From an optimization exercise on the open Yosys and OpenROAD flow, aimed at small area, a short achievable clock period and few clock cycles; shortcuts taken in it are not production practice.

## delta
## cinepak_cb_loader
module cinepak_cb_loader (
    input  wire        clk,
    input  wire        rst,
    input  wire        in_valid,
    output wire        in_ready,
    input  wire [7:0]  in_data,
    input  wire [1:0]  fmt,
    output reg         out_valid,
    input  wire        out_ready,
    output reg         out_v1,
    output reg  [7:0]  out_index,
    output reg  [95:0] out_pix
);
    localparam M_HDR  = 2'd0;    
    localparam M_CB   = 2'd1;    
    localparam M_SKIP = 2'd2;    
    reg  [1:0]  mode;
    reg  [1:0]  hcnt;             
    reg  [23:0] rem;              
    reg         cb_is;            
    reg         cb_sparse;
    reg         cb_v1;
    reg         cb_short;
    reg  [1:0]  cb_fmt;
    reg         fresh;            
    reg  [5:0]  fo;               
    reg         is_ent;           
    reg  [31:0] mask;             
    reg  [3:0]  grp;              
    reg  [7:0]  cur_idx;          
    reg         cur_v1;
    reg  [7:0]  s2idx;            
    reg         s2v1;             
    reg  [7:0]  q0, q1, q2, q3;
    reg  [2:0]  qn;               
    reg  [7:0]  su, sv;
    reg  [8:0]  nw;               
    reg  [3:0]  conv_f;           
    reg  [2:0]  rdy;              
    reg  [1:0]  pc;               
    reg         s2v;              
    reg  [1:0]  s2pc;             
    reg  [9:0]  s2r, s2g, s2b;    
    reg         in_rdy;
    assign in_ready = in_rdy;
    wire take = in_valid && in_rdy;
    reg  last;                    
  ...
clock: 5.0 ns
lec_check: 0
cap_margin: 20
core_margin: 2
core_utilization: 40
cts_cluster_diameter: 75
cts_cluster_size: 36
place_density: 0.6
setup_slack_margin: 3
slew_margin: 20
tns_end_percent: 0
standard.sh (not shown) runs the stock make flow with config.mk's settings and CLKGATE_MAP_FILE= SYNTH_SCRIPT=/design/flow/synth_recipe.tcl, a recipe that flattens the netlist after the stock synthesis.
==> flow/flow/run.sh <==
#!/bin/bash
# Standard ORFS layout, with small port buffers instead of delay cells and
# free cell sizing during timing repair.
bash standard.sh BUFFER_PORTS_ARGS="-buffer_cell sky130_fd_sc_hd__buf_1" MATCH_CELL_FOOTPRINT=0 finish > standard.log 2>&1
Setup changes, delta to beta
--- a/flow/design.v
+++ b/flow/design.v
@@ -34,27 +34,27 @@
     output wire [9:0] s
 );
     wire [9:0] g = a & b;
     wire [9:0] p = a ^ b;
     wire [9:0] gl [0:4];
     wire [9:0] pl [0:4];
     assign gl[0] = {g[9:1], g[0] | (p[0] & ci)};
     assign pl[0] = p;
     genvar k, i;
     generate
         for (k = 0; k < 4; k = k + 1) begin : lvl
             for (i = 0; i < 10; i = i + 1) begin : bit_
-                if ((i >> k) & 1) begin : merge
-                    assign gl[k+1][i] = gl[k][i] | (pl[k][i] & gl[k][((i >> k) << k) - 1]);
-                    assign pl[k+1][i] = pl[k][i] & pl[k][((i >> k) << k) - 1];
+                if (i >= (1 << k)) begin : merge
+                    assign gl[k+1][i] = gl[k][i] | (pl[k][i] & gl[k][i - (1 << k)]);
+                    assign pl[k+1][i] = pl[k][i] & pl[k][i - (1 << k)];
                 end else begin : pass
                     assign gl[k+1][i] = gl[k][i];
                     assign pl[k+1][i] = pl[k][i];
                 end
             end
         end
     endgenerate
     assign s = p ^ {gl[4][8:0], ci};
 endmodule
 module cinepak_cb_loader (
     input  wire        clk,
     input  wire        rst,
@@ -106,34 +106,39 @@
     reg  fits6;                   
     wire fitsn = cb_short ? fits4 : fits6;
     wire rem_hi0 = (rem[23:8] == 16'd0);
     reg  [23:0] rem_dec;
     integer d;
     always @* begin
         for (d = 0; d < 24; d = d + 1)
             rem_dec[d] = rem[d] ^ ((rem & ((24'd1 << d) - 24'd1)) == 24'd0);
     end
     reg         mask_zero;
     wire        done      = mask_zero && grp[3];
     wire        need_flag = mask_zero && cb_sparse;
-    wire [31:0] m_eff     = mask_zero ? 32'hffffffff : mask;
     reg  [4:0] lead;
     integer l;
     always @* begin
         lead = 5'd0;
         for (l = 0; l < 32; l = l + 1)
-            if (m_eff[l]) lead = 31 - l;
+            if (mask[l]) lead = 31 - l;
     end
     wire [2:0] grp_m1   = grp[2:0] - 3'd1;
-    wire [7:0] next_idx = {(mask_zero ? grp[2:0] : grp_m1), lead};
+    wire [7:0] next_idx = mask_zero ? {grp[2:0], 5'd0} : {grp_m1, lead};
+    reg  [31:0] clr;
+    integer c;
+    always @* begin
+        for (c = 0; c < 32; c = c + 1)
+            clr[c] = (cur_idx[4:0] == 31 - c);
+    end
     wire in_cb    = (mode == M_CB);
     wire fs       = in_cb && fo[0];
     wire fs_ent   = fs && !done && !need_flag && fitsn;
     wire fs_flag  = fs && !done && need_flag && fits4;
     wire fs_skip  = fs && !fs_ent && !fs_flag;
     wire mid_ent  = in_cb && !fo[0] && is_ent;
     wire mid_flag = in_cb && !fo[0] && !is_ent;
     wire ent_end  = mid_ent && (cb_short ? fo[3] : fo[5]);
     wire y_byte   = fs_ent || (mid_ent && !fo[4] && !fo[5]);
     wire hdr_end  = take && (mode == M_HDR) && (hcnt == 2'd3);
     wire no_pay = rem_hi0 && (in_data <= 8'd4);
     wire out_free = !out_valid || out_ready;
@@ -265,25 +270,25 @@
                     2'd1: rem[23:16] <= in_data;
                     2'd2: rem[15:8]  <= in_data;
                     default: rem[7:0] <= in_data;
                 endcase
             end
             if (mid_ent) begin
                 if (fo[4] && cb_fmt != 2'd3) su <= in_data;
                 if (fo[5] && cb_fmt != 2'd3) begin
                     sv <= in_data;
                     nw <= ~w_sum[8:0];
                 end
                 if (fo[1])
-                    mask[~cur_idx[4:0]] <= 1'b0;
+                    mask <= mask & ~clr;
             end
             if (mid_flag) begin
                 if (fo[1]) mask[23:16] <= in_data;
                 if (fo[2]) mask[15:8]  <= in_data;
                 if (fo[3]) mask[7:0]   <= in_data;
             end
         end
     end
     wire wr = in_rdy && y_byte;
     wire [9:0] w_sum;
     cinepak_add10 u_aw (.a({{3{su[7]}}, su[7:1]}), .b({{2{in_data[7]}}, in_data}), .ci(1'b0), .s(w_sum));
     always @(posedge clk) begin
Findings:
Compared with delta, per-cell routed wire length in beta decreased by a few percent.
The final reports for beta and delta show placer's final routability congestion estimate lower in the former.
| fraction of area in registers | beta vs delta | ≈ equal |
Summary of beta over delta: final cell count now sits higher; initial core utilization decreased by 0.22 points relative to the old numbers.
No functional check of the RTL was part of any run of this note.

==> static timing again, ports no longer ideal <==
How much do the figures lean on ideal ports? The routed layouts below were timed once more, with nothing changed but the port constraints.
Step 1 (the two cells are an assumption about what drives the block):
set clk [get_ports {clk}]
set_driving_cell -lib_cell sky130_fd_sc_hd__clkbuf_16 $clk
set_driving_cell -lib_cell sky130_fd_sc_hd__buf_2 [delete_from_list [all_inputs] $clk]
Step 2 times the ports against the registers' clock, not the clock port: input delays grow and output delays shrink by t, the midpoint of the rising clock arrivals with the driver on.
Slacks: ideal / step 1 / step 2; pairs: ideal / step 1.
run	t, ns	slack for setup (ns)	worst setup path after step 2	clock arrival spread, ns
delta	0.585	2.663 / 2.663 / 2.116	input to register	0.026 / 0.026
beta	0.571	2.666 / 2.666 / 2.095	input to register	0.032 / 0.033
After both steps setup and hold are still met in every run listed. The setup slack of beta, which loses most, moves by 0.000 ns with the drivers and by -0.571 ns with both steps.
